This is an optimization exercise on Yosys and OpenROAD, whose aim is small area, not a production implementation.
Where RTL was checked, it was by simulation tests only, not by an equivalence proof against the original.
Function not checked in runs 3 and 4: the RTL went through the layout flow alone.
Power figures rest on the tool's default switching activity, not on a simulated workload.

--- flow/run.sh ---
#!/bin/bash
# The standard layout, with every port buffered by the smallest buffer
# (sky130_fd_sc_hd__buf_1) instead of the resizer's default choice.
set -euo pipefail
export BUFFER_PORTS_ARGS="-buffer_cell sky130_fd_sc_hd__buf_1"
bash standard.sh finish > standard.log 2>&1
--- config.mk ---
export PLATFORM = sky130hd
export DESIGN_NAME = kbot_can_engine
export DESIGN_NICKNAME = kbot_can_engine
export VERILOG_FILES = /design/flow/design.v
export SDC_FILE = /design/flow/constraint.sdc
export NUM_CORES = 4
export LEC_CHECK = 0
export CAP_MARGIN = 20
export CORE_AREA = 5 5 255 255
export DIE_AREA = 0 0 260 260
export SLEW_MARGIN = 20
--- constraint.sdc ---
create_clock -name core_clock -period 10.0 [get_ports {clk}]
set_input_delay 2.0000 -clock core_clock [delete_from_list [all_inputs] [get_ports {clk}]]
set_output_delay 2.0000 -clock core_clock [all_outputs]
set_load 0.01 [all_outputs]
--- design.v ---
module kce_codec (
    input  wire [3:0]  op,
    input  wire [7:0]  arg,
    input  wire [28:0] raw_id,
    input  wire [63:0] data,
    input  wire [15:0] fault,
    output wire        dec_known,
    output wire [63:0] res
);
    wire [12:0] t = raw_id[20:8];
    wire        t_hi  = (t[12:3] == 10'b10_0000_0000);
    assign dec_known  = t_hi && (t[2:0] != 3'd0) && (t[2:0] <= 3'd4);
    wire        dec_for_us = (raw_id[7:0] == 8'hAA);
    wire s_enc  = (op == 4'h1);
    wire s_dec  = (op == 4'h2);
    wire s_ctl  = (op == 4'h3);
    wire s_flt  = (op == 4'h7);
    wire s_dat  = op[2] & (op[1] ^ op[0]);      
    wire s_dat_hi = op[1] ^ op[0];
    wire s_ctl_hi = op[1] & op[0];
    wire [12:0] enc_t = {10'b10_0000_0000, arg[1] & arg[0], arg[1] ^ arg[0], ~arg[0]};
    wire [29:0] enc_id = {1'b1, 8'd0, enc_t, 8'hAA};
    wire [29:0] dec_res = {5'd0, t[2] | (t[1] & t[0]), ~t[0], dec_known, dec_for_us, t, raw_id[7:0]};
    wire [29:0] flt_res = {22'd0, fault[7:0]};
    wire [29:0] ctl_res = {5'd0, arg[4], 7'd0, arg[5], 7'd0, arg[6], 7'd0, arg[7]};
    genvar i;
    generate
        for (i = 0; i < 64; i = i + 1) begin : g_bit
            if (i >= 30) begin : g_hi
                if (i % 8 == 0) begin : g_flag
                    assign res[i] = (s_dat_hi & data[i]) | (s_ctl_hi & arg[(56 - i) / 8]);
                end else begin : g_plain
                    assign res[i] = s_dat_hi & data[i];
                end
            end else begin : g_lo
                assign res[i] = (s_dat & data[i]) | (s_enc & enc_id[i]) | (s_dec & dec_res[i]) |
                                (s_ctl & ctl_res[i]) | (s_flt & flt_res[i]);
            end
        end
    endgenerate
endmodule
module kce_seq (
    input  wire        clk,
    input  wire        rst,
    input  wire        start_q,
    input  wire        start_s,
    input  wire [31:0] start_timeout,
    input  wire        start_tdef,
    input  wire        cancel,
    input  wire        tick,
    input  wire        cu_send,      
    output wire        idle,
    output wire        tx_req,
    output wire        tx_qry,       
    output wire        tx_auto,      
    input  wire        tx_ready,
    input  wire        tx_err,
    output wire        rx_valid,
    output wire        rx_stream,
    input  wire        rx_ready,
    input  wire [1:0]  rx_kind,
    input  wire [28:0] rx_id,
    input  wire [3:0]  rx_len,
    input  wire [63:0] rx_data,
    output wire        done_valid,
    output wire [2:0]  done_code,
    output wire        done_pw_valid,
    output wire        done_dis_failed,
    output reg         sink_valid,
    output reg         snap_st_valid,
    output reg  [63:0] snap_st,
    output reg         snap_pw_valid,
    output reg  [63:0] snap_pw
);
    localparam [2:0] IDLE = 3'b000, Q_SEND = 3'b001, Q_RECV = 3'b010,
                     S_CHECK = 3'b100, S_ENABLE = 3'b101, S_RECV = 3'b110, S_DISABLE = 3'b111;
    reg [2:0]  phase;
    reg [31:0] remain;       
    reg        passed;       
    reg        no_limit;     
    reg        cancel_req;
    reg        qp_valid;
    assign idle      = (phase == IDLE);
    assign tx_req    = phase[0];
    assign tx_qry    = ~phase[2];
    assign tx_auto   = phase[2] & ~phase[1];
    assign rx_valid  = phase[1] & ~phase[0];
    assign rx_stream = phase[2];
    wire tx_done = tx_ready & phase[0];
    wire rx_done = rx_ready & rx_valid;
    wire rx_use     = rx_done && (rx_kind == 2'd1) && (rx_id[7:0] == 8'hAA) &&
                      (rx_len[3]) && (rx_id[20:11] == 10'b10_0000_0000);
    wire got_status = rx_use && (rx_id[10:8] == 3'd3);
    wire got_power  = rx_use && (rx_id[10:8] == 3'd4);
    wire rx_fail    = rx_kind[1];
    assign done_valid = (tx_done & (tx_err | phase[1])) |
                        (rx_done & (rx_fail | (~phase[2] & (got_status | passed))));
    assign done_code  = {1'b0,
                         ~phase[0] & ~rx_fail & ~got_status,
                         phase[0] ? ~phase[1] : rx_fail};
    assign done_pw_valid   = qp_valid;
    assign done_dis_failed = tx_err & phase[1] & phase[0];
    wire count = tick & (phase == Q_RECV) & ~passed & ~no_limit;
    always @(posedge clk) begin
        if (idle) begin
            remain   <= start_tdef ? 32'd1000 : start_timeout;
            no_limit <= ~start_tdef & (&start_timeout);
            passed   <= 1'b0;
        end else if (count) begin
            remain <= remain - 32'd1;
            if (remain == 32'd0) passed <= 1'b1;
        end
        if (got_status) snap_st <= rx_data;
        if (got_power)  snap_pw <= rx_data;
    end
    always @(posedge clk) begin
        if (rst) begin
            phase         <= IDLE;
            cancel_req    <= 1'b0;
            qp_valid      <= 1'b0;
            snap_st_valid <= 1'b0;
            snap_pw_valid <= 1'b0;
            sink_valid    <= 1'b0;
        end else begin
            sink_valid <= rx_done & phase[2] & (got_status | got_power);
            if (got_status) snap_st_valid <= 1'b1;
            if (got_power) begin
                snap_pw_valid <= 1'b1;
                qp_valid      <= 1'b1;
            end
            if (start_s)     cancel_req <= 1'b0;
            else if (cancel) cancel_req <= 1'b1;
            if (start_q) qp_valid <= 1'b0;
            case (phase)
                IDLE: begin
                    if (start_q)      phase <= Q_SEND;
                    else if (start_s) phase <= S_ENABLE;
                end
                Q_SEND:   if (tx_done) phase <= tx_err ? IDLE : Q_RECV;
                Q_RECV:   if (done_valid) phase <= IDLE;
                S_ENABLE: if (tx_done) phase <= tx_err ? IDLE : S_RECV;
                S_RECV:   if (rx_done) phase <= rx_fail ? IDLE : S_CHECK;
                S_CHECK: begin
                    if (!cancel_req)  phase <= S_RECV;
                    else if (!cu_send) phase <= S_DISABLE;
                end
                S_DISABLE: if (tx_done) phase <= IDLE;
                default: phase <= IDLE;
            endcase
        end
    end
endmodule
module kbot_can_engine (
    input  wire        clk,
    input  wire        rst,
    input  wire        cmd_valid,
    output wire        cmd_ready,
    input  wire [3:0]  cmd_op,
    input  wire [7:0]  cmd_arg,
    input  wire [28:0] cmd_id,
    input  wire [3:0]  cmd_len,
    input  wire [63:0] cmd_data,
    input  wire [15:0] cmd_fault,
    input  wire [31:0] cmd_timeout,
    input  wire        cmd_tdef,
    output reg         cpl_valid,
    output reg  [2:0]  cpl_code,
    output wire [63:0] cpl_res,
    output wire        open_valid,
    input  wire        open_ready,
    input  wire        open_err,
    output wire        tx_valid,
    output wire [28:0] tx_id,
    output wire [63:0] tx_data,
    input  wire        tx_ready,
    input  wire        tx_err,
    output wire        rx_valid,
    output wire [9:0]  rx_wait,
    input  wire        rx_ready,
    input  wire [1:0]  rx_kind,
    input  wire [28:0] rx_id,
    input  wire        rx_ide,
    input  wire [3:0]  rx_len,
    input  wire [63:0] rx_data,
    input  wire        tick,
    output wire        done_valid,
    output wire [2:0]  done_code,
    output wire [63:0] done_st,
    output wire        done_pw_valid,
    output wire [63:0] done_pw,
    output wire        done_dis_failed,
    output wire        sink_valid,
    output wire        sink_st_valid,
    output wire [63:0] sink_st,
    output wire        sink_pw_valid,
    output wire [63:0] sink_pw
);
    localparam [3:0] OP_CONNECT = 4'h8, OP_SENDCTL = 4'h9, OP_SENDQRY = 4'hA,
                     OP_QRYSTS = 4'hB, OP_STREAM = 4'hC, OP_CANCEL = 4'hD;
    localparam [2:0] C_OK = 3'd0, C_TERR = 3'd1, C_DECLEN = 3'd3, C_UNREC = 3'd4,
                     C_BUSY = 3'd5, C_ILLEGAL = 3'd6;
    localparam [1:0] CU_IDLE = 2'b00, CU_OPEN = 2'b01, CU_SCTL = 2'b10, CU_SQRY = 2'b11;
    reg [1:0] cu_state;
    reg       connected;
    reg [7:0] snd_flags;     
    wire cu_idle = (cu_state == CU_IDLE);
    wire cu_send = cu_state[1];
    wire cmd_fire = cmd_valid & cu_idle;
    assign cmd_ready = cu_idle;
    assign open_valid = (cu_state == CU_OPEN);
    wire dec_known;
    kce_codec u_codec (
        .op(cmd_op), .arg(cmd_arg), .raw_id(cmd_id), .data(cmd_data), .fault(cmd_fault),
        .dec_known(dec_known), .res(cpl_res)
    );
    wire seq_idle, seq_tx_req, seq_tx_qry, seq_tx_auto, rx_stream;
    wire start_q = cmd_fire && cmd_op == OP_QRYSTS && seq_idle && connected;
    wire start_s = cmd_fire && cmd_op == OP_STREAM && seq_idle && connected;
    wire cancel  = cmd_fire && cmd_op == OP_CANCEL;
    kce_seq u_seq (
        .clk(clk), .rst(rst),
        .start_q(start_q), .start_s(start_s),
        .start_timeout(cmd_timeout), .start_tdef(cmd_tdef),
        .cancel(cancel), .tick(tick), .cu_send(cu_send),
        .idle(seq_idle),
        .tx_req(seq_tx_req), .tx_qry(seq_tx_qry), .tx_auto(seq_tx_auto),
        .tx_ready(tx_ready), .tx_err(tx_err),
        .rx_valid(rx_valid), .rx_stream(rx_stream), .rx_ready(rx_ready),
        .rx_kind(rx_kind), .rx_id(rx_id), .rx_len(rx_len), .rx_data(rx_data),
        .done_valid(done_valid), .done_code(done_code),
        .done_pw_valid(done_pw_valid), .done_dis_failed(done_dis_failed),
        .sink_valid(sink_valid),
        .snap_st_valid(sink_st_valid), .snap_st(sink_st),
        .snap_pw_valid(sink_pw_valid), .snap_pw(sink_pw)
    );
    assign done_st = rx_data;
    assign done_pw = sink_pw;
    assign rx_wait = rx_stream ? 10'd500 : 10'd100;
    wire cu_tx_on = cu_send & ~seq_tx_req;
    wire tx_qry   = seq_tx_req ? seq_tx_qry : cu_state[0];
    wire [7:0] tx_flags = seq_tx_req ? {1'b0, seq_tx_auto, 6'd0} : (snd_flags & {8{~cu_state[0]}});
    assign tx_valid = cu_send | seq_tx_req;
    assign tx_id    = {8'd0, 11'b1_0000_0000_00, tx_qry, ~tx_qry, 8'hAA};
    assign tx_data  = {7'd0, tx_flags[0], 7'd0, tx_flags[1], 7'd0, tx_flags[2], 7'd0, tx_flags[3],
                       7'd0, tx_flags[4], 7'd0, tx_flags[5], 7'd0, tx_flags[6], 7'd0, tx_flags[7]};
    always @(*) begin
        cpl_valid = 1'b0;
        cpl_code  = C_OK;
        if (cu_state == CU_OPEN) begin
            cpl_valid = open_ready;
            cpl_code  = open_err ? C_TERR : C_OK;
        end else if (cu_send) begin
            cpl_valid = cu_tx_on & tx_ready;
            cpl_code  = tx_err ? C_TERR : C_OK;
        end else begin
            case (cmd_op)
                OP_CONNECT: begin
                    cpl_valid = cmd_valid & ~seq_idle;
                    cpl_code  = C_BUSY;
                end
                OP_SENDCTL, OP_SENDQRY: begin
                    cpl_valid = cmd_valid & ~connected;
                    cpl_code  = C_TERR;
                end
                OP_QRYSTS, OP_STREAM: begin
                    cpl_valid = cmd_valid & ~(seq_idle & connected);
                    cpl_code  = seq_idle ? C_TERR : C_BUSY;
                end
                OP_CANCEL: ;
                4'h0, 4'hE, 4'hF: begin
                    cpl_valid = cmd_valid;
                    cpl_code  = C_ILLEGAL;
                end
                4'h2: begin
                    cpl_valid = cmd_valid;
                    cpl_code  = dec_known ? C_OK : C_UNREC;
                end
                4'h5, 4'h6: begin
                    cpl_valid = cmd_valid;
                    cpl_code  = cmd_len[3] ? C_OK : C_DECLEN;
                end
                default: begin
                    cpl_valid = cmd_valid;
                    cpl_code  = C_OK;
                end
            endcase
        end
    end
    always @(posedge clk) begin
        if (cu_idle) snd_flags <= cmd_arg;
    end
    always @(posedge clk) begin
        if (rst) begin
            cu_state  <= CU_IDLE;
            connected <= 1'b0;
        end else begin
            case (cu_state)
                CU_IDLE: begin
                    if (cmd_valid) begin
                        if (cmd_op == OP_CONNECT && seq_idle)
                            cu_state <= CU_OPEN;
                        else if ((cmd_op == OP_SENDCTL || cmd_op == OP_SENDQRY) && connected)
                            cu_state <= {1'b1, cmd_op[1]};
                    end
                end
                CU_OPEN: begin
                    if (open_ready) begin
                        if (!open_err) connected <= 1'b1;
                        cu_state <= CU_IDLE;
                    end
                end
                default: begin
                    if (cu_tx_on && tx_ready) cu_state <= CU_IDLE;
                end
            endcase
        end
    end
endmodule
--- standard.sh ---
#!/bin/bash
# synth_recipe.tcl (not shown) runs the flow's synth.tcl, then flattens the netlist and writes it again
# the make line also repeats each setting of config.mk as NAME=value (left out here)
make -C /OpenROAD-flow-scripts/flow DESIGN_CONFIG=/design/flow/config.mk WORK_HOME=/design/flow/orfs CLKGATE_MAP_FILE= SYNTH_SCRIPT=/design/flow/synth_recipe.tcl "${@:-finish}"
==> impl_metrics.env, run 1 <==
export IMPL_status="no timing/DRC/antenna violations"
export IMPL_overflow=0
export IMPL_period_share_pct=62.9
export IMPL_clockBufferDepth=2
export IMPL_final_setup_skew_ns=0.0189
export IMPL_vdd_drop_max_v=0.000119
export IMPL_post_drt_wl_per_cell_um=21.4
export IMPL_min_delay_start="u_seq.snap_pw_valid"
export IMPL_final_area_um2=12200
export IMPL_drtIter0Drc=512
export IMPL_ys_seq_area_share_pct=54.8
export IMPL_period_needed_ns=6.29
export IMPL_critPathMaxStageDelay_ns=0.49
export IMPL_clk_root_buffer_cell="clkbuf_16"
export IMPL_drc=0
export IMPL_met3_length_um=3740
export IMPL_initial_utilization_pct=15.7
export IMPL_synth_avg_cell_area_um2=11.2
export IMPL_tritoncts="done"
export IMPL_relSlewSlack_pct=24.2
export IMPL_grt_pass1_vias=7730
export IMPL_dieWidth_um=260
export IMPL_clk_latency_ns=0.49
export IMPL_dieArea_um2=67600
export IMPL_first_pass_iters=4
export IMPL_synth_top_family_by_area="buffers and inverters"
export IMPL_finalWirelength_um=46300
export IMPL_power_mw=2.28
export IMPL_ys_warn_count=2
export IMPL_min_to="u_seq.snap_pw_valid"
export IMPL_cp_end_kind="output pin"
export IMPL_synth_edf_count=169
export IMPL_cp_required_ns=8.00
export IMPL_critPathLaunchType="primary input"
export IMPL_fillers=6868
export IMPL_cp_max_fo=15
export IMPL_post_dp_cell_area_um2=11600
export IMPL_cts_sinks=181
export IMPL_synthCells=863
export IMPL_port_buffers=584
export IMPL_synthFlopType="edfxtp_1"
export IMPL_cp_cell_sequence="buf_1 -> nor4b_1 -> nand4_1 -> nor4_4 -> buf_4 -> o21ai_0 -> a22oi_1 -> buf_1"
export IMPL_p_leak_nw=3.90
export IMPL_hold_path_class="reg -> reg"
export IMPL_dr_total_vias=8122
export IMPL_ios=707
export IMPL_synth_xor_area_share_pct=2.53
export IMPL_fmax_ghz=0.159
export IMPL_path_class="in -> out"
export IMPL_max_cap_violations=0
export IMPL_synth_seq_cells=181
export IMPL_utilization_pct=19.7
export IMPL_path_clk_slew_ns=0.08
export IMPL_die_h_um=260
export IMPL_rsz0062_at_grt="false"
export IMPL_r2r_slack_ns=6.49
export IMPL_met2_length_um=23200
export IMPL_routed_top_layer="met5"
export IMPL_yosysUniqueCellTypes=60
export IMPL_slowest_stage="buf_1"
export IMPL_fin_nets=1579
export IMPL_timing_rr_start="u_seq.phase[0]"
export IMPL_dp_hpwl_um=38700
export IMPL_cts_resized_gates=0
export IMPL_grt_max_degree=57
export IMPL_ant_nets=0
export IMPL_cts_buffers=17
export IMPL_crit_arrival_ns=4.29
export IMPL_drive_gt1_share_pct=3.94
export IMPL_antenna_found_initial=3
export IMPL_routedLengthMet1_um=17900
export IMPL_powerDensity_nw_per_um2=187
export IMPL_drv_slew=0
export IMPL_reg2reg_depth=6
export IMPL_finalSetupViolations=0
export IMPL_grt_pass1_wl_um=59700
export IMPL_core_um2=61800
export IMPL_gp_congestion=0.845
export IMPL_syn2layout_area_growth_pct=25.7
export IMPL_hold_depth=2
export IMPL_crit_top_cell="buf_1"
export IMPL_syn_cell_area_um2=9690
export IMPL_setup_tns_ns=0
export IMPL_r2r_end="u_seq.snap_pw[39]"
export IMPL_tightest_slew_ns=1.13
export IMPL_synth_fa_ha_area_share_pct=0.774
export IMPL_grtUsageTotal_pct=12.8
export IMPL_finalHoldViolCount=0
export IMPL_htree_levels=4
export IMPL_cts_setup_buffers=0
export IMPL_num_rows=91
export IMPL_via_per_inst=3.77
export IMPL_hold_buffers=0
export IMPL_synthMuxAreaShare_pct=0.439
export IMPL_synth_simple_area_share_pct=13.9
export IMPL_async_reset_ff_share_pct=0
export IMPL_synth_compound_area_share_pct=8.11
-- layout by cell type (no fill, tap or decap), drive strengths merged, types with 5 or more instances in the layout --
cell | netlist | final
xnor2 | 19 | 19
clkinv | 1 | 8
a221oi | 7 | 7
inv | 17 | 25
a22o | 12 | 12
ha | 6 | 6
and2 | 40 | 40
or4 | 7 | 7
xor2 | 9 | 9
nor4b | 7 | 7
a31oi | 6 | 6
nor3 | 21 | 21
a21oi | 35 | 35
buf | 226 | 594
nor4 | 12 | 12
nand2b | 6 | 6
nand3 | 26 | 26
edfxtp | 169 | 169
or3 | 5 | 5
o21ai | 26 | 26
nand2 | 45 | 45
clkbuf | 33 | 17
nor2 | 36 | 36
dfxtp | 12 | 12
nand4 | 11 | 11
conb | 2 | 91
and3 | 7 | 7
a22oi | 7 | 7
-- worst max path at each step --
stage,slack [ns],endpoint,from,depth (start not counted)
2_1_floorplan,1.10,done_valid,rx_id[18],5
3_3_place_gp,3.65,done_valid,rx_ready,8
3_5_place_dp,3.65,done_valid,rx_ready,8
4_1_cts,3.65,done_valid,rx_ready,8
5_1_grt,3.54,done_valid,rx_ready,8
6_report,3.71,done_valid,rx_ready,8
-- registers in the layout (all words and copies together), names as in the netlist --
name and count:
u_seq.phase 3, connected 1, u_seq.no_limit 1, snd_flags 8, u_seq.qp_valid 1, u_seq.snap_pw_valid 1, u_seq.snap_st_valid 1, u_seq.remain 32
u_seq.snap_pw 64, u_seq.snap_st 64, u_seq.sink_valid 1, cu_state 2, u_seq.cancel_req 1, u_seq.passed 1
-- critical path, delay by kind of cell --
kind / cells / cell delay (ns)
buffers and inverters: 3 / 1.11
AO/OA/AOI/OAI: 2 / 0.36
AND/OR/NAND/NOR: 3 / 0.80
-- cell usage after synthesis, types with 4 or more instances --
| library cell | instances | share of area (%) |
|---|---|---|
| nand3b_1 | 4 | 0.31 |
| nor4_1 | 12 | 0.77 |
| and2_1 | 40 | 2.6 |
| nand3_1 | 26 | 1.3 |
| a21oi_1 | 35 | 1.8 |
| nand4_1 | 11 | 0.71 |
| a21o_1 | 4 | 0.31 |
| nand2_1 | 45 | 1.7 |
| ha_1 | 6 | 0.77 |
| nor2_1 | 36 | 1.4 |
| o211ai_1 | 4 | 0.31 |
| inv_1 | 17 | 0.66 |
| clkbuf_1 | 32 | 1.2 |
| a22oi_1 | 7 | 0.54 |
| nand2b_1 | 6 | 0.39 |
| a22o_1 | 12 | 1.1 |
| edfxtp_1 | 169 | 52 |
| a221oi_1 | 7 | 0.63 |
| xor2_1 | 9 | 0.81 |
| nor2b_1 | 4 | 0.26 |
| o21ai_0 | 25 | 1.3 |
| nor3_1 | 21 | 1.1 |
| and3_1 | 7 | 0.45 |
| or4_1 | 6 | 0.46 |
| buf_4 | 223 | 17 |
| a31oi_1 | 6 | 0.39 |
| dfxtp_1 | 12 | 2.5 |
| nor4b_1 | 6 | 0.54 |
| xnor2_1 | 19 | 1.7 |
| or3_1 | 5 | 0.32 |
-- area by class of cell --
type | count | area (um^2) | area share (%)
diodes | 1 | 2.50 | 0.0205
clock buffers | 17 | 425 | 3.49
clock inverters | 15 | 208 | 1.70
inverters | 18 | 68.8 | 0.565
multi-input cells | 494 | 2850 | 23.4
flip-flops and latches | 181 | 5320 | 43.6
well taps | 837 | 1050 | 8.59
repair buffers | 594 | 2270 | 18.6
-- through the flow --
stage	worst slack, ns	instances	hold WS (ns)
after global placement	3.65	2124	0.435
after global routing	3.54	2156	0.468
after CTS	3.65	2156	0.448
after floorplan	1.10	952	0.470
final	3.71	2157	0.448
after detailed placement	3.65	2124	0.436
-- where the power goes --
group | switching [mW] | internal, mW | leakage [nW] | total (mW)
clock network | 0.383 | 0.348 | 0.305 | 0.731
logic | 0.341 | 0.180 | 1.93 | 0.521
registers | 0.0764 | 0.948 | 1.66 | 1.02
total | 0.801 | 1.48 | 3.90 | 2.28
-- cell families after synthesis --
group	after synthesis
flops	181
compound gates	120
xor+xnor	28
fa+ha+maj	6
simple gates	245
mux	4
other cells	2
buf+inv	277
-- per-layer routing --
metal,vias to the layer above,GRT usage [%]
li1,3676,-
met1,3902,14.8
met2,489,22.4
met3,49,3.63
met4,6,5.05
met5,-,0
==> run 2, diff against run 1 <==
==> run.sh (new file) <==
#!/bin/bash
# synth_recipe.tcl (not shown) runs the flow's synth.tcl, then flattens the netlist and writes it again
# the make line also repeats each setting of config.mk as NAME=value (left out here)
make -C /OpenROAD-flow-scripts/flow DESIGN_CONFIG=/design/flow/config.mk WORK_HOME=/design/flow/orfs CLKGATE_MAP_FILE= SYNTH_SCRIPT=/design/flow/synth_recipe.tcl finish
removed: flow/run.sh
removed: standard.sh
==> run 2 against run 1 <==
Still clean. Synthesized area unchanged. Non-clock buffer count decreased by 1. Register-to-register slack improved by 0.15 ns. Fmax decreased by 11%. Critical path depth decreased by 1. Count of clock-buffer cells in the layout unchanged. Sequential share of layout area decreased by 10 points. Combinational power increased by 25%. Sequential power about the same. Flip-flop and latch count unchanged. First-iteration DRC count decreased by 12%. Critical path type unchanged. Critical endpoint is now cpl_res[1]. Largest power group unchanged. Highest routed layer unchanged.
==> impl_metrics.env, run 2 <==
export IMPL_drv_slew=0
export IMPL_cts_setup_buffers=0
export IMPL_synth_fa_ha_area_share_pct=0.774
export IMPL_synth_seq_cells=181
export IMPL_synth_area_leaders="edfxtp_1 (52%), buf_4 (17%), and2_1 (2.6%), dfxtp_1 (2.5%), a21oi_1 (1.8%)"
export IMPL_dp_hpwl_um=39800
export IMPL_crit_arrival_ns=5.11
export IMPL_max_cap_violations=0
export IMPL_period_share_pct=71.1
export IMPL_initial_utilization_pct=15.7
export IMPL_grtUsageTotal_pct=13.4
export IMPL_grt_pass1_vias=8331
export IMPL_final_area_um2=15800
export IMPL_port_buffers=584
export IMPL_relSlewSlack_pct=27.4
export IMPL_async_reset_ff_share_pct=0
export IMPL_rsz0062_at_grt="false"
export IMPL_cts_resized_gates=0
export IMPL_finalWirelength_um=48300
export IMPL_cp_required_ns=8.00
export IMPL_vdd_drop_max_v=0.000125
export IMPL_antenna_found_initial=1
export IMPL_synth_common_cells="buf_4 (223), edfxtp_1 (169), nand2_1 (45), and2_1 (40), nor2_1 (36)"
export IMPL_dieArea_um2=67600
export IMPL_syn2layout_area_growth_pct=63.3
export IMPL_fin_nets=1578
export IMPL_drtIter0Drc=449
export IMPL_cts_sinks=181
export IMPL_layout_common_cells="clkdlybuf4s50_1 (584), edfxtp_1 (169), conb_1 (91)"
export IMPL_critPathLaunchType="primary input"
export IMPL_synth_top_area_share_pct=52.3
export IMPL_core_um2=61800
export IMPL_grt_pass1_wl_um=63600
export IMPL_ys_seq_area_share_pct=54.8
export IMPL_cp_end_kind="output pin"
export IMPL_clockBufferDepth=2
export IMPL_synthMuxAreaShare_pct=0.439
export IMPL_dieWidth_um=260
export IMPL_dr_total_vias=8220
export IMPL_ant_nets=0
export IMPL_drive_gt1_share_pct=4.02
export IMPL_synthCells=863
export IMPL_synth_compound_area_share_pct=8.11
export IMPL_ios=707
export IMPL_synth_simple_area_share_pct=13.9
export IMPL_synth_edf_count=169
export IMPL_top_regs="u_seq.snap_pw (64), u_seq.snap_st (64), u_seq.remain (32)"
export IMPL_cts_buffers=17
export IMPL_finalSetupViolations=0
export IMPL_via_per_inst=3.81
export IMPL_synth_xor_area_share_pct=2.53
export IMPL_finalHoldViolCount=0
export IMPL_fmax_ghz=0.141
export IMPL_post_drt_wl_per_cell_um=22.4
export IMPL_final_setup_skew_ns=0.0223
export IMPL_clk_root_buffer_cell="clkbuf_16"
export IMPL_period_needed_ns=7.11
export IMPL_drc=0
export IMPL_overflow=0
export IMPL_path_clk_slew_ns=0.08
export IMPL_gp_congestion=0.841
export IMPL_hold_buffers=0
export IMPL_status="no timing/DRC/antenna violations"
export IMPL_setup_tns_ns=0
export IMPL_final_common_cell="clkdlybuf4s50_1"
export IMPL_post_dp_cell_area_um2=15200
export IMPL_die_h_um=260
export IMPL_synth_top_family_by_area="buffers and inverters"
export IMPL_syn_cell_area_um2=9690
export IMPL_synth_avg_cell_area_um2=11.2
export IMPL_synth_most_common_cell="buf_4"
export IMPL_grt_max_degree=56
export IMPL_first_pass_iters=5
export IMPL_ys_warn_count=2
export IMPL_powerDensity_nw_per_um2=152
export IMPL_tritoncts="done"
export IMPL_yosysTopAreaCell="edfxtp_1"
export IMPL_hold_path_class="reg -> reg"
export IMPL_synthFlopType="edfxtp_1"
export IMPL_clk_latency_ns=0.48
export IMPL_p_leak_nw=5.46
export IMPL_num_rows=91
export IMPL_cp_max_fo=39
export IMPL_htree_levels=4
export IMPL_tightest_slew_ns=1.07
export IMPL_yosysUniqueCellTypes=60
export IMPL_path_class="in -> out"
run 2: worst paths after layout:
check / slack (ns) / cells past startpoint / endpoint / startpoint
max: 2.89 / 7 / cpl_res[1] / cmd_op[1]
min: 0.46 / 2 / u_seq.snap_pw_valid / u_seq.snap_pw_valid
max reg2reg: 6.64 / 6 / u_seq.snap_pw[12] / u_seq.phase[0]
min reg2reg: 0.46 / 2 / u_seq.snap_pw_valid / u_seq.snap_pw_valid
run 2: critical path: stages:
cell	delay [ns]
clkdlybuf4s50_1	0.51
inv_1	0.09
ha_2	0.73
and2_1	0.86
a221oi_1	0.23
nand2_1	0.12
clkdlybuf4s50_1	0.55
run 2: logic make-up (layout without fill, tap and decap cells):
logic type / Yosys count / after routing
fa+ha+maj: 6 / 6
flops: 181 / 181
xor+xnor: 28 / 28
compound gates: 120 / 120
simple gates: 245 / 245
other cells: 2 / 92
buf+inv: 277 / 643
mux: 4 / 4
run 2: through the flow:
| stage | instances | utilization (%) | setup WS (ns) | hold slack [ns] | total power, mW |
|---|---|---|---|---|---|
| 2_1_floorplan | 952 | - | 1.10 | 0.470 | 1.40 |
| 3_3_place_gp | 2123 | 24.6 | 2.67 | 0.438 | 1.68 |
| 3_5_place_dp | 2123 | 24.6 | 2.54 | 0.453 | 1.70 |
| 4_1_cts | 2155 | 25.6 | 2.53 | 0.466 | 2.44 |
| 5_1_grt | 2155 | 25.6 | 2.71 | 0.492 | 2.54 |
| 6_report | 2156 | 25.6 | 2.89 | 0.461 | 2.40 |
run 2: where the power goes:
part	switching (mW)	internal, mW	total [mW]
Sequential	0.0761	0.949	1.02
Combinational	0.349	0.305	0.653
Clock	0.376	0.349	0.725
Total	0.801	1.60	2.40
run 2: layout make-up:
class,count,area (um^2)
inverter,18,68.8
multi-input combinational,494,2860
clock buffer,17,425
tap,837,1050
timing repair buffer,593,5910
sequential,181,5320
fill,6465,46000
clock inverter,15,201
antenna,1,2.50
run 2: per-layer routing:
layer | vias up | track usage (%) | part of all wire (%)
met2 | 506 | 23.5 | 50
li1 | 3682 | - | -
met4 | 2 | 5.14 | 3.4
met3 | 48 | 4.45 | 9.1
met1 | 3982 | 15.0 | 37
met5 | - | 0 | 0.027
==> run 3, diff against run 2 <==
--- a/design.v
+++ b/design.v
@@ -78,5 +78,4 @@
     reg [31:0] remain;       
     reg        passed;       
-    reg        no_limit;     
     reg        cancel_req;
     reg        qp_valid;
@@ -101,14 +100,15 @@
     assign done_pw_valid   = qp_valid;
     assign done_dis_failed = tx_err & phase[1] & phase[0];
-    wire count = tick & (phase == Q_RECV) & ~passed & ~no_limit;
-    always @(posedge clk) begin
-        if (idle) begin
-            remain   <= start_tdef ? 32'd1000 : start_timeout;
-            no_limit <= ~start_tdef & (&start_timeout);
-            passed   <= 1'b0;
-        end else if (count) begin
-            remain <= remain - 32'd1;
-            if (remain == 32'd0) passed <= 1'b1;
+    wire [32:0] borrow;
+    assign borrow[0] = tick & (phase == Q_RECV) & ~passed & ~(&remain);
+    genvar i;
+    generate
+        for (i = 0; i < 32; i = i + 1) begin : g_borrow
+            assign borrow[i + 1] = borrow[i] & ~remain[i];
         end
+    endgenerate
+    always @(posedge clk) begin
+        remain <= idle ? (start_tdef ? 32'd1000 : start_timeout) : (remain ^ borrow[31:0]);
+        passed <= ~idle & (passed | borrow[32]);
         if (got_status) snap_st <= rx_data;
         if (got_power)  snap_pw <= rx_data;
==> flow/run.sh (new file) <==
#!/bin/bash
# The standard layout, with every port buffered by the smallest buffer
# (sky130_fd_sc_hd__buf_1) instead of the resizer's default choice.
set -euo pipefail
export BUFFER_PORTS_ARGS="-buffer_cell sky130_fd_sc_hd__buf_1"
bash standard.sh finish > standard.log 2>&1
==> standard.sh (new file) <==
#!/bin/bash
# synth_recipe.tcl (not shown) runs the flow's synth.tcl, then flattens the netlist and writes it again
# the make line also repeats each setting of config.mk as NAME=value (left out here)
make -C /OpenROAD-flow-scripts/flow DESIGN_CONFIG=/design/flow/config.mk WORK_HOME=/design/flow/orfs CLKGATE_MAP_FILE= SYNTH_SCRIPT=/design/flow/synth_recipe.tcl "${@:-finish}"
--- a/config.mk
+++ b/config.mk
@@ -7,5 +7,5 @@
 export LEC_CHECK = 0
 export CAP_MARGIN = 20
-export CORE_AREA = 5 5 255 255
-export DIE_AREA = 0 0 260 260
+export CORE_AREA = 5 5 165 165
+export DIE_AREA = 0 0 170 170
 export SLEW_MARGIN = 20
removed: run.sh
==> run 3 against run 2 <==
The run now fails in 3_2_place_iop. Synthesized area fell by 4.4%. Synthesized cell count fell by 3.8%.
==> impl_metrics.env, run 3 <==
export IMPL_flow_stopped_at="3_2_place_iop"
export IMPL_status="stopped before the end"
export IMPL_yosysUniqueCellTypes=51
export IMPL_num_rows=58
export IMPL_synthCells=830
export IMPL_initial_utilization_pct=36.8
export IMPL_synth_most_common_cell="buf_4"
export IMPL_dieWidth_um=170
export IMPL_async_reset_ff_share_pct=0
export IMPL_synth_top_area_share_pct=44.1
export IMPL_die_h_um=170
export IMPL_synth_edf_count=136
export IMPL_syn_cell_area_um2=9270
export IMPL_synth_common_cells="buf_4 (223), edfxtp_1 (136), inv_1 (50), dfxtp_1 (44), nand2_1 (44)"
export IMPL_yosysTopAreaCell="edfxtp_1"
export IMPL_synth_area_leaders="edfxtp_1 (44%), buf_4 (18%), dfxtp_1 (9.5%), ha_1 (5.0%), and2_1 (2.8%)"
export IMPL_ys_warn_count=2
export IMPL_synth_seq_cells=180
export IMPL_synth_avg_cell_area_um2=11.2
export IMPL_firstError="[ERROR PPL-0024] Number of IO pins (707) exceeds maximum number of available positions (608). Increase the die perimeter from 680.00um to 961.52um."
export IMPL_ys_seq_area_share_pct=53.6
export IMPL_synthFlopType="edfxtp_1"
run 3: cell count changes after synthesis, moves of 16 or more:
cell / delta
xnor2_1: -18
a21oi_1: -17
o21ai_0: +16
nand3b_1: +24
ha_1: +31
dfxtp_1: +32
nand3_1: -22
inv_1: +33
edfxtp_1: -33
run 3: logic make-up after synthesis:
family / Yosys count / synth area share, %
other: 2 / 0.0810
muxes: 4 / 0.445
DFF: 180 / 53.6
buffers and inverters: 306 / 21.4
adders and majority gates: 37 / 4.99
xor gates and xnor gates: 1 / 0.0945
and+or+nand+nor: 189 / 11.5
AOI/OAI and AO/OA: 111 / 7.87
==> run 4, diff against run 3 <==
--- a/config.mk
+++ b/config.mk
@@ -8,4 +8,5 @@
 export CAP_MARGIN = 20
 export CORE_AREA = 5 5 165 165
+export CTS_BUF_LIST = sky130_fd_sc_hd__clkbuf_8
 export DIE_AREA = 0 0 170 170
 export SLEW_MARGIN = 20
==> run 4 against run 3 <==
The flow again stops in 3_2_place_iop. Synthesized cell count unchanged. Synthesized area unchanged.
==> impl_metrics.env, run 4 <==
export IMPL_synth_avg_cell_area_um2=11.2
export IMPL_synthFlopType="edfxtp_1"
export IMPL_synth_edf_count=136
export IMPL_synth_seq_cells=180
export IMPL_ys_seq_area_share_pct=53.6
export IMPL_syn_cell_area_um2=9270
export IMPL_synthCells=830
export IMPL_die_h_um=170
export IMPL_synth_most_common_cell="buf_4"
export IMPL_flow_stopped_at="3_2_place_iop"
export IMPL_dieWidth_um=170
export IMPL_status="stopped before the end"
export IMPL_yosysUniqueCellTypes=51
export IMPL_async_reset_ff_share_pct=0
export IMPL_synth_area_leaders="edfxtp_1 (44%), buf_4 (18%), dfxtp_1 (9.5%), ha_1 (5.0%), and2_1 (2.8%)"
export IMPL_initial_utilization_pct=36.8
export IMPL_yosysTopAreaCell="edfxtp_1"
export IMPL_ys_warn_count=2
export IMPL_synth_top_area_share_pct=44.1
export IMPL_num_rows=58
export IMPL_firstError="[ERROR PPL-0024] Number of IO pins (707) exceeds maximum number of available positions (608). Increase the die perimeter from 680.00um to 961.52um."
export IMPL_synth_common_cells="buf_4 (223), edfxtp_1 (136), inv_1 (50), dfxtp_1 (44), nand2_1 (44)"
run 4: cell counts after synthesis:
No cell type changed its count.
run 4: cell families after synthesis:
kind of cell,after synthesis,synth area share (%)
AO/OA/AOI/OAI,111,7.87
XOR/XNOR,1,0.0945
adder cells (fa/ha/maj),37,4.99
buffers and inverters,306,21.4
flip-flops,180,53.6
multiplexers,4,0.445
other,2,0.0810
AND/OR/NAND/NOR,189,11.5
==> run 5, diff against run 4 <==
--- a/design.v
+++ b/design.v
@@ -100,15 +100,17 @@
     assign done_pw_valid   = qp_valid;
     assign done_dis_failed = tx_err & phase[1] & phase[0];
-    wire [32:0] borrow;
-    assign borrow[0] = tick & (phase == Q_RECV) & ~passed & ~(&remain);
+    wire        count = tick & (phase == Q_RECV) & ~passed & ~(&remain);
+    wire [32:0] low_set;
+    assign low_set[0] = 1'b0;
     genvar i;
     generate
         for (i = 0; i < 32; i = i + 1) begin : g_borrow
-            assign borrow[i + 1] = borrow[i] & ~remain[i];
+            assign low_set[i + 1] = low_set[i] | remain[i];
         end
     endgenerate
+    wire [31:0] flip = {32{count}} & ~low_set[31:0];
     always @(posedge clk) begin
-        remain <= idle ? (start_tdef ? 32'd1000 : start_timeout) : (remain ^ borrow[31:0]);
-        passed <= ~idle & (passed | borrow[32]);
+        remain <= idle ? (start_tdef ? 32'd1000 : start_timeout) : (remain ^ flip);
+        passed <= ~idle & (passed | (count & ~low_set[32]));
         if (got_status) snap_st <= rx_data;
         if (got_power)  snap_pw <= rx_data;
--- a/config.mk
+++ b/config.mk
@@ -7,6 +7,7 @@
 export LEC_CHECK = 0
 export CAP_MARGIN = 20
-export CORE_AREA = 5 5 165 165
+export CORE_AREA = 5 5 255 255
 export CTS_BUF_LIST = sky130_fd_sc_hd__clkbuf_8
-export DIE_AREA = 0 0 170 170
+export CTS_CLUSTER_SIZE = 8
+export DIE_AREA = 0 0 260 260
 export SLEW_MARGIN = 20
==> run 5 against run 4 <==
The run now finishes clean. Synthesized area increased by 0.66%. Synthesized cell count increased by 3.3%.
==> impl_metrics.env, run 5 <==
export IMPL_place_ws_ns=3.53
export IMPL_post_dp_cell_area_um2=11100
export IMPL_setup_slack_ns=3.58
export IMPL_first_pass_iters=6
export IMPL_layout_common_cells="buf_1 (584), edfxtp_1 (136), conb_1 (91)"
export IMPL_finalHoldViolCount=0
export IMPL_crit_top_cell="buf_1"
export IMPL_grt_max_degree=61
export IMPL_reg2reg_depth=6
export IMPL_die_h_um=260
export IMPL_cts_buffers=17
export IMPL_tritoncts="done"
export IMPL_cp_cell_sequence="buf_1 -> nor4bb_1 -> nand4b_1 -> nor4_4 -> buf_4 -> nor2_1 -> o311ai_0 -> buf_1"
export IMPL_gp_congestion=0.835
export IMPL_ios=707
export IMPL_final_common_cell="buf_1"
export IMPL_synth_most_common_cell="buf_4"
export IMPL_max_cap_violations=0
export IMPL_overflow=0
export IMPL_cp_end_kind="output pin"
export IMPL_grt_pass1_wl_um=57500
export IMPL_antenna_found_initial=27
export IMPL_worst_path_buf_inv=3
export IMPL_core_um2=61800
export IMPL_dieWidth_um=260
export IMPL_synth_avg_cell_area_um2=10.9
export IMPL_grt_pass1_vias=7402
export IMPL_setup_tns_ns=0
export IMPL_min_delay_start="u_seq.snap_pw_valid"
export IMPL_slowest_stage="nor4bb_1"
export IMPL_top_regs="u_seq.snap_pw (64), u_seq.snap_st (64), u_seq.remain (32)"
export IMPL_critPathTopFamily="simple AND/OR/NAND/NOR gates"
export IMPL_initial_utilization_pct=15.1
export IMPL_tightest_slew_ns=0.941
export IMPL_cts_sinks=180
export IMPL_cp_required_ns=8.00
export IMPL_power_mw=2.03
export IMPL_syn2layout_area_growth_pct=23.7
export IMPL_synthCells=857
export IMPL_cp_max_fo=23
export IMPL_drtIter0Drc=415
export IMPL_vdd_drop_max_v=0.0000747
export IMPL_via_per_inst=3.68
export IMPL_syn_cell_area_um2=9330
export IMPL_multiInputGateArea_um2=2780
export IMPL_r2r_slack_ns=6.38
export IMPL_crit_arrival_ns=4.42
export IMPL_hold_path_class="reg -> reg"
export IMPL_ys_seq_area_share_pct=53.2
export IMPL_status="no timing/DRC/antenna violations"
export IMPL_synth_seq_cells=180
export IMPL_layout_area_seq_um2=4960
export IMPL_period_needed_ns=6.42
export IMPL_cp_startpoint="rx_id[0]"
export IMPL_endpoint="done_valid"
export IMPL_r2r_end="u_seq.sink_valid"
export IMPL_clk_root_buffer_cell="clkbuf_8"
export IMPL_synth_common_cells="buf_4 (223), edfxtp_1 (136), dfxtp_1 (44), and2_1 (40), clkbuf_1 (37)"
export IMPL_path_clk_slew_ns=0.10
export IMPL_num_rows=91
export IMPL_relSlewSlack_pct=37.3
export IMPL_powerDensity_nw_per_um2=176
export IMPL_period_share_pct=64.2
export IMPL_port_buffers=584
export IMPL_post_drt_wl_per_cell_um=20.7
export IMPL_clk_latency_ns=0.52
export IMPL_rsz0062_at_grt="false"
export IMPL_critPathLaunchType="primary input"
export IMPL_drive_gt1_share_pct=3.83
export IMPL_synthFlopType="edfxtp_1"
export IMPL_fmax_ghz=0.156
export IMPL_critPathMaxStageDelay_ns=0.59
export IMPL_dr_total_vias=7931
export IMPL_clockBufferDepth=2
export IMPL_path_depth=8
export IMPL_ant_nets=0
export IMPL_drc=0
export IMPL_fillers=6935
export IMPL_htree_levels=4
export IMPL_async_reset_ff_share_pct=0
export IMPL_timing_rr_start="u_seq.phase[1]"
export IMPL_synth_area_leaders="edfxtp_1 (44%), buf_4 (18%), dfxtp_1 (9.4%), and2_1 (2.7%), a21oi_1 (1.9%)"
export IMPL_yosysUniqueCellTypes=57
export IMPL_synth_edf_count=136
export IMPL_path_class="in -> out"
export IMPL_drv_slew=0
export IMPL_fin_nets=1565
export IMPL_final_setup_skew_ns=0.0218
export IMPL_final_area_um2=11500
export IMPL_grtUsageTotal_pct=12.1
export IMPL_synth_top_area_share_pct=43.8
export IMPL_p_leak_nw=3.69
export IMPL_finalSetupViolations=0
export IMPL_yosysTopAreaCell="edfxtp_1"
export IMPL_dp_hpwl_um=37000
export IMPL_dieArea_um2=67600
export IMPL_ys_warn_count=2
export IMPL_cts_resized_gates=0
export IMPL_cts_setup_buffers=0
export IMPL_finalWirelength_um=44500
export IMPL_hold_buffers=0
==> run 5: cell types whose count changed after synthesis, moves of 7 or more <==
cell | before | now
ha_1 | 37 | 6
inv_1 | 50 | 21
nand3b_1 | 28 | 2
nand3_1 | 4 | 23
a21oi_1 | 18 | 36
xnor2_1 | 1 | 16
o21ai_0 | 41 | 27
nor4_1 | 6 | 19
clkbuf_1 | 28 | 37
nand2_1 | 44 | 35
a31oi_1 | 2 | 10
or3_1 | 3 | 10
==> run 5: worst min-delay path by stage <==
stage / endpoint / slack, ns / cells past startpoint
finish: u_seq.snap_pw_valid / 0.48 / 2
global route: u_seq.snap_st_valid / 0.53 / 2
CTS: u_seq.snap_pw_valid / 0.49 / 2
detailed placement: u_seq.snap_pw_valid / 0.47 / 2
global placement: u_seq.snap_st_valid / 0.45 / 2
floorplan: u_seq.passed / 0.46 / 2
==> run 5: through the flow <==
step                instances  hold WS [ns]  utilization, %
floorplan                 946         0.460               -
detailed placement       2110         0.466            18.0
finish                   2154         0.485            18.7
global route             2147         0.530            18.6
CTS                      2141         0.494            18.6
global placement         2110         0.452            18.0
==> run 5: layout make-up <==
type	count	area share, %
clock buffers	17	2.03
inverters	22	0.715
flip-flops and latches	180	43.0
repair buffers	593	19.6
well taps	837	9.07
multi-input cells	478	24.1
clock inverters	14	1.19
diodes	13	0.282
==> run 5: cell families after synthesis <==
group | after synthesis | synth area share [%]
other cells | 2 | 0.0805
simple gates | 223 | 13.3
flops | 180 | 53.2
xor+xnor | 17 | 1.60
compound gates | 135 | 9.51
buf+inv | 288 | 20.8
fa+ha+maj | 6 | 0.805
mux | 6 | 0.657
==> run 5: power by group <==
group	internal [mW]	total, mW	switching, mW	leakage (nW)
Combinational	0.207	0.557	0.350	1.90
Clock	0.183	0.499	0.316	0.192
Sequential	0.878	0.974	0.0958	1.60
Total	1.27	2.03	0.762	3.69
==> run 5: layer usage <==
| metal | track usage, % | vias to the layer above | wire (um) |
|---|---|---|---|
| met5 | 0 | - | 98 |
| met4 | 5.89 | 16 | 1630 |
| met3 | 4.43 | 67 | 4150 |
| met2 | 21.0 | 451 | 22200 |
| met1 | 13.0 | 3755 | 16500 |
| li1 | - | 3642 | - |
==> run 5: worst register-to-register path: stages, from the launching register on <==
cell	delay (ns)
dfxtp_1	0.59
nor2b_1	0.45
nand2_1	0.32
nor4_2	0.82
buf_4	0.81
nor2_1	0.15
nor4_1	0.36
==> run 6, diff against run 5 <==
==> flow/run.sh (replaced) <==
#!/bin/bash
# The standard layout, with every port buffered by the smallest buffer
# (sky130_fd_sc_hd__buf_1), and a clock tree of sky130_fd_sc_hd__clkbuf_8 without dummy loads.
set -euo pipefail
export BUFFER_PORTS_ARGS="-buffer_cell sky130_fd_sc_hd__buf_1"
export CTS_ARGS="-sink_clustering_enable -repair_clock_nets -sink_clustering_size 8 -buf_list sky130_fd_sc_hd__clkbuf_8 -dont_use_dummy_load"
bash standard.sh finish > standard.log 2>&1
--- a/config.mk
+++ b/config.mk
@@ -8,6 +8,4 @@
 export CAP_MARGIN = 20
 export CORE_AREA = 5 5 255 255
-export CTS_BUF_LIST = sky130_fd_sc_hd__clkbuf_8
-export CTS_CLUSTER_SIZE = 8
 export DIE_AREA = 0 0 260 260
 export SLEW_MARGIN = 20
==> run 6 against run 5 <==
Still clean on timing, DRC and antenna. Count of clock-buffer cells in the layout unchanged. Sequential power barely moved. Flip-flop and latch count unchanged. Clock power down about 20%. Setup slack worse by 0.038 ns. Via count fell by 0.43%. Final cell count is 0.65% lower.
==> impl_metrics.env, run 6 <==
export IMPL_htree_levels=4
export IMPL_ant_nets=0
export IMPL_async_reset_ff_share_pct=0
export IMPL_yosysUniqueCellTypes=57
export IMPL_first_pass_iters=5
export IMPL_gp_congestion=0.835
export IMPL_finalSetupViolations=0
export IMPL_relSlewSlack_pct=35.9
export IMPL_synthCells=857
export IMPL_seq_power_share_pct=50.5
export IMPL_post_drt_wl_per_cell_um=20.8
export IMPL_syn2layout_area_growth_pct=22.2
export IMPL_synth_area_leaders="edfxtp_1 (44%), buf_4 (18%), dfxtp_1 (9.4%), and2_1 (2.7%), a21oi_1 (1.9%)"
export IMPL_layout_common_cells="buf_1 (584), edfxtp_1 (136), conb_1 (91)"
export IMPL_period_share_pct=64.6
export IMPL_power_net_switching_mw=0.696
export IMPL_drtIter0Drc=394
export IMPL_cts_sinks=180
export IMPL_clock_power_share_pct=20.7
export IMPL_crit_arrival_ns=4.46
export IMPL_grt_max_degree=61
export IMPL_grt_pass1_vias=7381
export IMPL_final_area_um2=11400
export IMPL_path_clk_slew_ns=0.07
export IMPL_grtUsageTotal_pct=12.1
export IMPL_overflow=0
export IMPL_synth_common_cells="buf_4 (223), edfxtp_1 (136), dfxtp_1 (44), and2_1 (40), clkbuf_1 (37)"
export IMPL_synth_edf_count=136
export IMPL_dieArea_um2=67600
export IMPL_worst_path_buf_inv=3
export IMPL_crit_top_cell="buf_1"
export IMPL_fmax_ghz=0.155
export IMPL_grt_pass1_wl_um=57400
export IMPL_setup_tns_ns=0
export IMPL_powerDensity_nw_per_um2=169
export IMPL_synth_seq_cells=180
export IMPL_final_common_cell="buf_1"
export IMPL_ys_warn_count=2
export IMPL_combPwrFrac_pct=28.9
export IMPL_syn_cell_area_um2=9330
export IMPL_synth_avg_cell_area_um2=10.9
export IMPL_ys_seq_area_share_pct=53.2
export IMPL_synthFlopType="edfxtp_1"
export IMPL_clk_root_buffer_cell="clkbuf_8"
export IMPL_dr_total_vias=7897
export IMPL_clk_latency_ns=0.52
export IMPL_vdd_drop_max_v=0.0000723
export IMPL_via_per_inst=3.69
export IMPL_post_dp_cell_area_um2=11100
export IMPL_hold_path_class="reg -> reg"
export IMPL_max_cap_violations=0
export IMPL_final_setup_skew_ns=0.0476
export IMPL_cts_buffers=17
export IMPL_internal_power_mw=1.24
export IMPL_critPathMaxStageDelay_ns=0.60
export IMPL_rsz0062_at_grt="false"
export IMPL_tightest_slew_ns=0.962
export IMPL_drive_gt1_share_pct=2.87
export IMPL_core_um2=61800
export IMPL_slowest_stage="nor4bb_1"
export IMPL_port_buffers=584
export IMPL_cp_required_ns=8.00
export IMPL_fin_nets=1565
export IMPL_status="no timing/DRC/antenna violations"
export IMPL_synth_most_common_cell="buf_4"
export IMPL_finalWirelength_um=44500
export IMPL_swShare_pct=36.0
export IMPL_cts_resized_gates=0
export IMPL_num_rows=91
export IMPL_die_h_um=260
export IMPL_period_needed_ns=6.46
export IMPL_path_class="in -> out"
export IMPL_initial_utilization_pct=15.1
export IMPL_dieWidth_um=260
export IMPL_drv_slew=0
export IMPL_cp_max_fo=23
export IMPL_clockBufferDepth=2
export IMPL_critPathLaunchType="primary input"
export IMPL_setup_slack_ns=3.54
export IMPL_hold_buffers=0
export IMPL_cts_setup_buffers=0
export IMPL_synth_top_area_share_pct=43.8
export IMPL_ios=707
export IMPL_tritoncts="done"
export IMPL_cp_end_kind="output pin"
export IMPL_top_regs="u_seq.snap_pw (64), u_seq.snap_st (64), u_seq.remain (32)"
export IMPL_yosysTopAreaCell="edfxtp_1"
export IMPL_critPathTopFamily="simple AND/OR/NAND/NOR gates"
export IMPL_finalHoldViolCount=0
export IMPL_p_leak_nw=3.62
export IMPL_place_ws_ns=3.53
export IMPL_fillers=6945
export IMPL_drc=0
export IMPL_antenna_found_initial=27
export IMPL_cp_cell_sequence="buf_1 -> nor4bb_1 -> nand4b_1 -> nor4_4 -> buf_4 -> nor2_1 -> o311ai_0 -> buf_1"
export IMPL_dp_hpwl_um=37000
## run 6: routing by layer
layer,GRT usage [%],up-vias,share of wire [%]
met4,5.89,16,3.6
met2,21.0,439,50
met5,0,-,0.22
met3,4.43,63,9.0
li1,-,3624,-
met1,13.0,3755,37
## run 6: final timing paths
| check | startpoint | endpoint | slack [ns] | cells after the start |
|---|---|---|---|---|
| worst max-delay path | rx_id[0] | done_valid | 3.54 | 8 |
| worst min-delay path | u_seq.snap_pw_valid | u_seq.snap_pw_valid | 0.48 | 2 |
| worst max register to register | u_seq.phase[1] | u_seq.sink_valid | 6.31 | 6 |
| worst min register to register | u_seq.snap_pw_valid | u_seq.snap_pw_valid | 0.48 | 2 |
## run 6: worst min-delay path, cell delays in order (launching register included)
cell,delay (ns)
dfxtp_1,0.33
nor2_1,0.05
nor2_1,0.07
## run 6: metrics by stage
step                utilization [%]  total power, mW  std cells  hold slack, ns
floorplan                         -             1.39        946           0.460
global placement               18.0             1.54       2110           0.452
detailed placement             18.0             1.55       2110           0.466
CTS                            18.4             1.96       2127           0.487
global route                   18.4             2.06       2133           0.525
finish                         18.4             1.93       2140           0.478
## run 6: cell type report
class                      instances  area (um^2)  share of cell area [%]
timing repair buffer             593         2260                    19.8
clock buffer                      17          234                    2.05
tap                              837         1050                    9.18
multi-input combinational        478         2780                    24.4
antenna                           13         32.5                   0.285
inverter                          22         82.6                   0.724
sequential                       180         4960                    43.5
## run 6: cell families (layout without fill, tap and decap cells)
family | after synthesis | in the layout | share of synthesized area, %
XOR/XNOR | 17 | 17 | 1.60
buffers and inverters | 288 | 632 | 20.8
adder cells (fa/ha/maj) | 6 | 6 | 0.805
AO/OA/AOI/OAI | 135 | 135 | 9.51
flip-flops | 180 | 180 | 53.2
multiplexers | 6 | 6 | 0.657
AND/OR/NAND/NOR | 223 | 223 | 13.3
other | 2 | 104 | 0.0805
## run 6: power by group through the flow
stage / Combinational (mW) / Sequential [mW] / Clock (mW)
floorplan: 0.440 / 0.949 / 0
global placement: 0.555 / 0.988 / 0
detailed placement: 0.560 / 0.989 / 0
CTS: 0.564 / 0.973 / 0.425
global route: 0.624 / 0.988 / 0.447
finish: 0.558 / 0.975 / 0.399
==> run 7, diff against run 6 <==
==> flow/run.sh (replaced) <==
#!/bin/bash
# The standard layout, with every port buffered by the smallest buffer
# (sky130_fd_sc_hd__buf_1), a clock tree of clkbuf_8 without dummy loads,
# and neighbouring constant outputs sharing tie cells (flow/share_ties.tcl).
set -euo pipefail
export BUFFER_PORTS_ARGS="-buffer_cell sky130_fd_sc_hd__buf_1"
export CTS_ARGS="-sink_clustering_enable -repair_clock_nets -sink_clustering_size 8 -buf_list sky130_fd_sc_hd__clkbuf_8 -dont_use_dummy_load"
export PRE_GLOBAL_PLACE_TCL="$PWD/flow/share_ties.tcl"
bash standard.sh finish > standard.log 2>&1
==> flow/share_ties.tcl (new file) <==
# PRE GLOBAL_PLACE hook: after the pins are placed, let one tie cell drive a
# run of neighbouring constant output ports of the same value, instead of
# one tie cell per port. Only ties whose net drives nothing but one port
# are merged. The yosys buffers between ties and ports are removed first,
# as global placement does next anyway.
remove_buffers
set block [ord::get_db_block]
set die [$block getDieArea]
set W [expr {[$die xMax] - [$die xMin]}]
set H [expr {[$die yMax] - [$die yMin]}]
set max_gap [expr {int([env_var_or_empty SHARE_TIES_GAP_UM] eq "" ? 20 : [env_var_or_empty SHARE_TIES_GAP_UM]) * [$block getDbUnitsPerMicron]}]
set max_group [expr {[env_var_or_empty SHARE_TIES_GROUP] eq "" ? 8 : [env_var_or_empty SHARE_TIES_GROUP]}]

# position of a point along the die's edge, counter-clockwise from (0, 0)
proc edge_pos { x y W H } {
  if { $y == 0 } { return $x }
  if { $x == $W } { return [expr {$W + $y}] }
  if { $y == $H } { return [expr {$W + $H + ($W - $x)}] }
  return [expr {2 * $W + $H + ($H - $y)}]
}

set cand(HI) {}
set cand(LO) {}
foreach inst [$block getInsts] {
  if { [[$inst getMaster] getName] ne "sky130_fd_sc_hd__conb_1" } { continue }
  set used {}
  foreach port {HI LO} {
    set it [$inst findITerm $port]
    set net [$it getNet]
    if { $net ne "NULL" } { lappend used [list $port $net] }
  }
  if { [llength $used] != 1 } { continue }
  lassign [lindex $used 0] port net
  if { [llength [$net getITerms]] != 1 } { continue }
  set bterms [$net getBTerms]
  if { [llength $bterms] != 1 } { continue }
  set bt [lindex $bterms 0]
  set bpin [lindex [$bt getBPins] 0]
  set box [$bpin getBBox]
  set x [expr {([$box xMin] + [$box xMax]) / 2}]
  set y [expr {([$box yMin] + [$box yMax]) / 2}]
  # snap to the edge the pin sits on
  if { [$box xMin] <= 0 } { set x 0 } elseif { [$box xMax] >= $W } { set x $W }
  if { [$box yMin] <= 0 } { set y 0 } elseif { [$box yMax] >= $H } { set y $H }
  lappend cand($port) [list [edge_pos $x $y $W $H] $inst $net $bt]
}

puts "cand HI [llength $cand(HI)] LO [llength $cand(LO)] gap $max_gap group $max_group"
set removed 0
foreach port {HI LO} {
  set lst [lsort -integer -index 0 $cand($port)]
  set keep ""
  set last -1
  set n 0
  foreach c $lst {
    lassign $c pos inst net bt
    if { $keep ne "" && $pos - $last <= $max_gap && $n < $max_group } {
      $bt disconnect
      $bt connect $keep
      odb::dbInst_destroy $inst
      odb::dbNet_destroy $net
      incr removed
      incr n
    } else {
      set keep $net
      set n 1
    }
    set last $pos
  }
}
puts "share_ties: removed $removed tie cells"
--- a/config.mk
+++ b/config.mk
@@ -7,5 +7,5 @@
 export LEC_CHECK = 0
 export CAP_MARGIN = 20
-export CORE_AREA = 5 5 255 255
+export CORE_AREA = 50 50 210 210
 export DIE_AREA = 0 0 260 260
 export SLEW_MARGIN = 20
==> run 7 against run 6 <==
Still clean on timing, DRC and antenna. Register-to-register slack improved by 0.02 ns. Clock power down 6.3%. Setup slack worse by 0.081 ns. Synthesized cell count stayed put. Non-clock buffer count is 2 lower. Final area shrank 8.0%. Flip-flop and latch count is the same. Synthesized area unchanged. Sequential share of layout area up 3.8 points. Via count up 0.85%. Fmax is 1.2% lower. Combinational power rose by 2%. Critical endpoint is now cpl_res[9]. Highest routed layer unchanged.
==> impl_metrics.env, run 7 <==
export IMPL_status="no timing/DRC/antenna violations"
export IMPL_drive_gt1_share_pct=2.88
export IMPL_yosysTopAreaCell="edfxtp_1"
export IMPL_grtUsageTotal_pct=15.8
export IMPL_post_dp_cell_area_um2=10200
export IMPL_dieWidth_um=260
export IMPL_grt_pass1_vias=7638
export IMPL_hold_path_class="reg -> reg"
export IMPL_cts_sinks=180
export IMPL_drv_slew=0
export IMPL_reg2reg_depth=5
export IMPL_num_rows=58
export IMPL_fin_nets=1489
export IMPL_fillers=2506
export IMPL_grt_max_degree=68
export IMPL_fmax_ghz=0.153
export IMPL_first_pass_iters=5
export IMPL_r2r_slack_ns=6.33
export IMPL_hold_buffers=0
export IMPL_cts_resized_gates=0
export IMPL_critPathLaunchType="primary input"
export IMPL_initial_utilization_pct=37.1
export IMPL_path_depth=7
export IMPL_path_class="in -> out"
export IMPL_dieArea_um2=67600
export IMPL_htree_levels=4
export IMPL_drc=0
export IMPL_synth_xor_area_share_pct=1.60
export IMPL_clk_latency_ns=0.45
export IMPL_post_drt_wl_per_cell_um=39.9
export IMPL_final_setup_skew_ns=0.0587
export IMPL_min_delay_start="u_seq.snap_st_valid"
export IMPL_timing_rr_start="u_seq.phase[0]"
export IMPL_ant_nets=0
export IMPL_overflow=0
export IMPL_port_buffers=584
export IMPL_syn_cell_area_um2=9330
export IMPL_cp_startpoint="cmd_op[1]"
export IMPL_final_area_um2=10500
export IMPL_top_regs="u_seq.snap_pw (64), u_seq.snap_st (64), u_seq.remain (32)"
export IMPL_synth_edf_count=136
export IMPL_period_share_pct=65.4
export IMPL_cp_required_ns=8.00
export IMPL_syn2layout_area_growth_pct=12.5
export IMPL_powerDensity_nw_per_um2=182
export IMPL_yosysUniqueCellTypes=57
export IMPL_cp_max_fo=39
export IMPL_async_reset_ff_share_pct=0
export IMPL_crit_arrival_ns=4.54
export IMPL_die_h_um=260
export IMPL_cts_buffers=17
export IMPL_synth_fa_ha_area_share_pct=0.805
export IMPL_grt_pass1_wl_um=77700
export IMPL_period_needed_ns=6.54
export IMPL_worst_path_buf_inv=4
export IMPL_tightest_slew_ns=0.967
export IMPL_cp_cell_sequence="buf_1 -> inv_1 -> ha_1 -> and2_1 -> a222oi_1 -> inv_1 -> buf_1"
export IMPL_synth_simple_area_share_pct=13.3
export IMPL_drtIter0Drc=539
export IMPL_synthCells=857
export IMPL_dr_total_vias=7964
export IMPL_final_common_cell="buf_1"
export IMPL_antenna_found_initial=60
export IMPL_synthMuxAreaShare_pct=0.657
export IMPL_finalSetupViolations=0
export IMPL_slowest_stage="ha_1"
export IMPL_synth_compound_area_share_pct=9.51
export IMPL_path_clk_slew_ns=0.06
export IMPL_layout_common_cells="buf_1 (584), edfxtp_1 (136), dfxtp_1 (44)"
export IMPL_synth_seq_cells=180
export IMPL_r2r_end="u_seq.remain[28]"
export IMPL_cp_end_kind="output pin"
export IMPL_setup_tns_ns=0
export IMPL_ys_warn_count=2
export IMPL_via_per_inst=5.09
export IMPL_p_leak_nw=3.37
export IMPL_synthFlopType="edfxtp_1"
export IMPL_synth_common_cells="buf_4 (223), edfxtp_1 (136), dfxtp_1 (44), and2_1 (40), clkbuf_1 (37)"
export IMPL_tritoncts="done"
export IMPL_finalWirelength_um=62400
export IMPL_clk_root_buffer_cell="clkbuf_8"
export IMPL_dp_hpwl_um=56100
export IMPL_core_um2=25200
export IMPL_max_cap_violations=0
export IMPL_cts_setup_buffers=0
export IMPL_critPathMaxStageDelay_ns=0.89
export IMPL_ys_seq_area_share_pct=53.2
export IMPL_synth_top_family_by_area="buffers and inverters"
export IMPL_finalHoldViolCount=0
export IMPL_gp_congestion=0.817
export IMPL_synth_most_common_cell="buf_4"
export IMPL_critPathTopFamily="adder cells"
export IMPL_synth_top_area_share_pct=43.8
export IMPL_synth_avg_cell_area_um2=10.9
export IMPL_clockBufferDepth=2
export IMPL_ios=707
export IMPL_vdd_drop_max_v=0.0000963
export IMPL_endpoint="cpl_res[9]"
export IMPL_synth_area_leaders="edfxtp_1 (44%), buf_4 (18%), dfxtp_1 (9.4%), and2_1 (2.7%), a21oi_1 (1.9%)"
export IMPL_rsz0062_at_grt="false"
export IMPL_relSlewSlack_pct=34.7
## run 7: cell counts after synthesis
Identical to the previous run, type by type.
## run 7: final cells by class
type                    instances  area [um^2]  area share (%)
well taps                     330          413            3.93
flip-flops and latches        180         4960            47.3
multi-input cells             404         2510            23.9
diodes                         20         50.0           0.477
inverters                      22         82.6           0.787
repair buffers                591         2240            21.4
clock buffers                  17          234            2.23
## run 7: stage by stage
stage	hold slack, ns	cells	util (%)	worst slack [ns]	power [mW]
detailed placement	0.456	1527	40.5	3.38	1.57
CTS	0.471	1544	41.5	3.36	1.95
global placement	0.453	1527	40.5	3.47	1.56
finish	0.467	1564	41.7	3.46	1.91
floorplan	0.460	946	-	0.557	1.39
global route	0.503	1562	41.7	3.20	2.05
## run 7: worst register-to-register path, cell delays in order, from the launching register on
cell	delay, ns
dfxtp_1	0.52
nor4b_1	0.92
nand4b_1	0.97
nor4_1	0.83
a31o_2	0.26
a31oi_1	0.08
## run 7: cells by family (layout without fill, tap and decap cells)
kind of cell | after synthesis | after routing
simple gates | 223 | 223
mux | 6 | 6
xor+xnor | 17 | 17
flops | 180 | 180
buf+inv | 288 | 630
fa+ha+maj | 6 | 6
other cells | 2 | 37
compound gates | 135 | 135
## run 7: routing by layer
metal	track usage [%]	part of all wire, %
met1	13.3	31
met2	28.8	51
met3	12.9	16
met4	1.79	0.75
met5	0	0.78
## run 7: worst min-delay path by stage
stage                          end  slack, ns  cells past startpoint
6_report       u_seq.snap_st_valid       0.47                      2
5_1_grt        u_seq.snap_st_valid       0.50                      2
4_1_cts        u_seq.snap_st_valid       0.47                      2
3_5_place_dp   u_seq.snap_st_valid       0.46                      2
3_3_place_gp   u_seq.snap_st_valid       0.45                      2
2_1_floorplan         u_seq.passed       0.46                      2
## run 7: report_power, final
group	internal (mW)	switching [mW]	total, mW
Clock	0.151	0.223	0.374
Combinational	0.205	0.363	0.568
Sequential	0.879	0.0940	0.973

-- separate check: timing with driven ports --
Ports are ideal in the flow. The routed layouts listed here were re-timed in OpenROAD. Step 1 (the two cells are an assumption about what drives the block):
set clk [get_ports {clk}]
set_driving_cell -lib_cell sky130_fd_sc_hd__clkbuf_16 $clk
set_driving_cell -lib_cell sky130_fd_sc_hd__buf_2 [delete_from_list [all_inputs] $clk]
Step 2 also shifts input and output timing later by t, the mid clock arrival at the registers, as if the neighbouring blocks saw the same clock. Slacks: ideal / step 1 / step 2; pairs: ideal / step 1.
| run | shift t [ns] | setup WS [ns] | hold slack, ns | clock arrival spread, ns |
|---|---|---|---|---|
| run 1 | 0.536 | 3.710 / 3.681 / 3.681 | 0.448 / 0.448 / 0.448 | 0.019 / 0.019 |
| run 2 | 0.524 | 2.893 / 2.777 / 2.777 | 0.461 / 0.461 / 0.461 | 0.023 / 0.022 |
| run 5 | 0.550 | 3.575 / 3.541 / 3.541 | 0.485 / 0.485 / 0.485 | 0.022 / 0.022 |
| run 6 | 0.535 | 3.537 / 3.499 / 3.499 | 0.478 / 0.478 / 0.478 | 0.048 / 0.048 |
| run 7 | 0.478 | 3.457 / 3.348 / 3.348 | 0.467 / 0.467 / 0.467 | 0.059 / 0.059 |
After both steps every run listed still meets setup and hold. For run 2, which loses most, drivers alone change the setup slack by -0.116 ns; drivers and shift together by -0.116 ns.
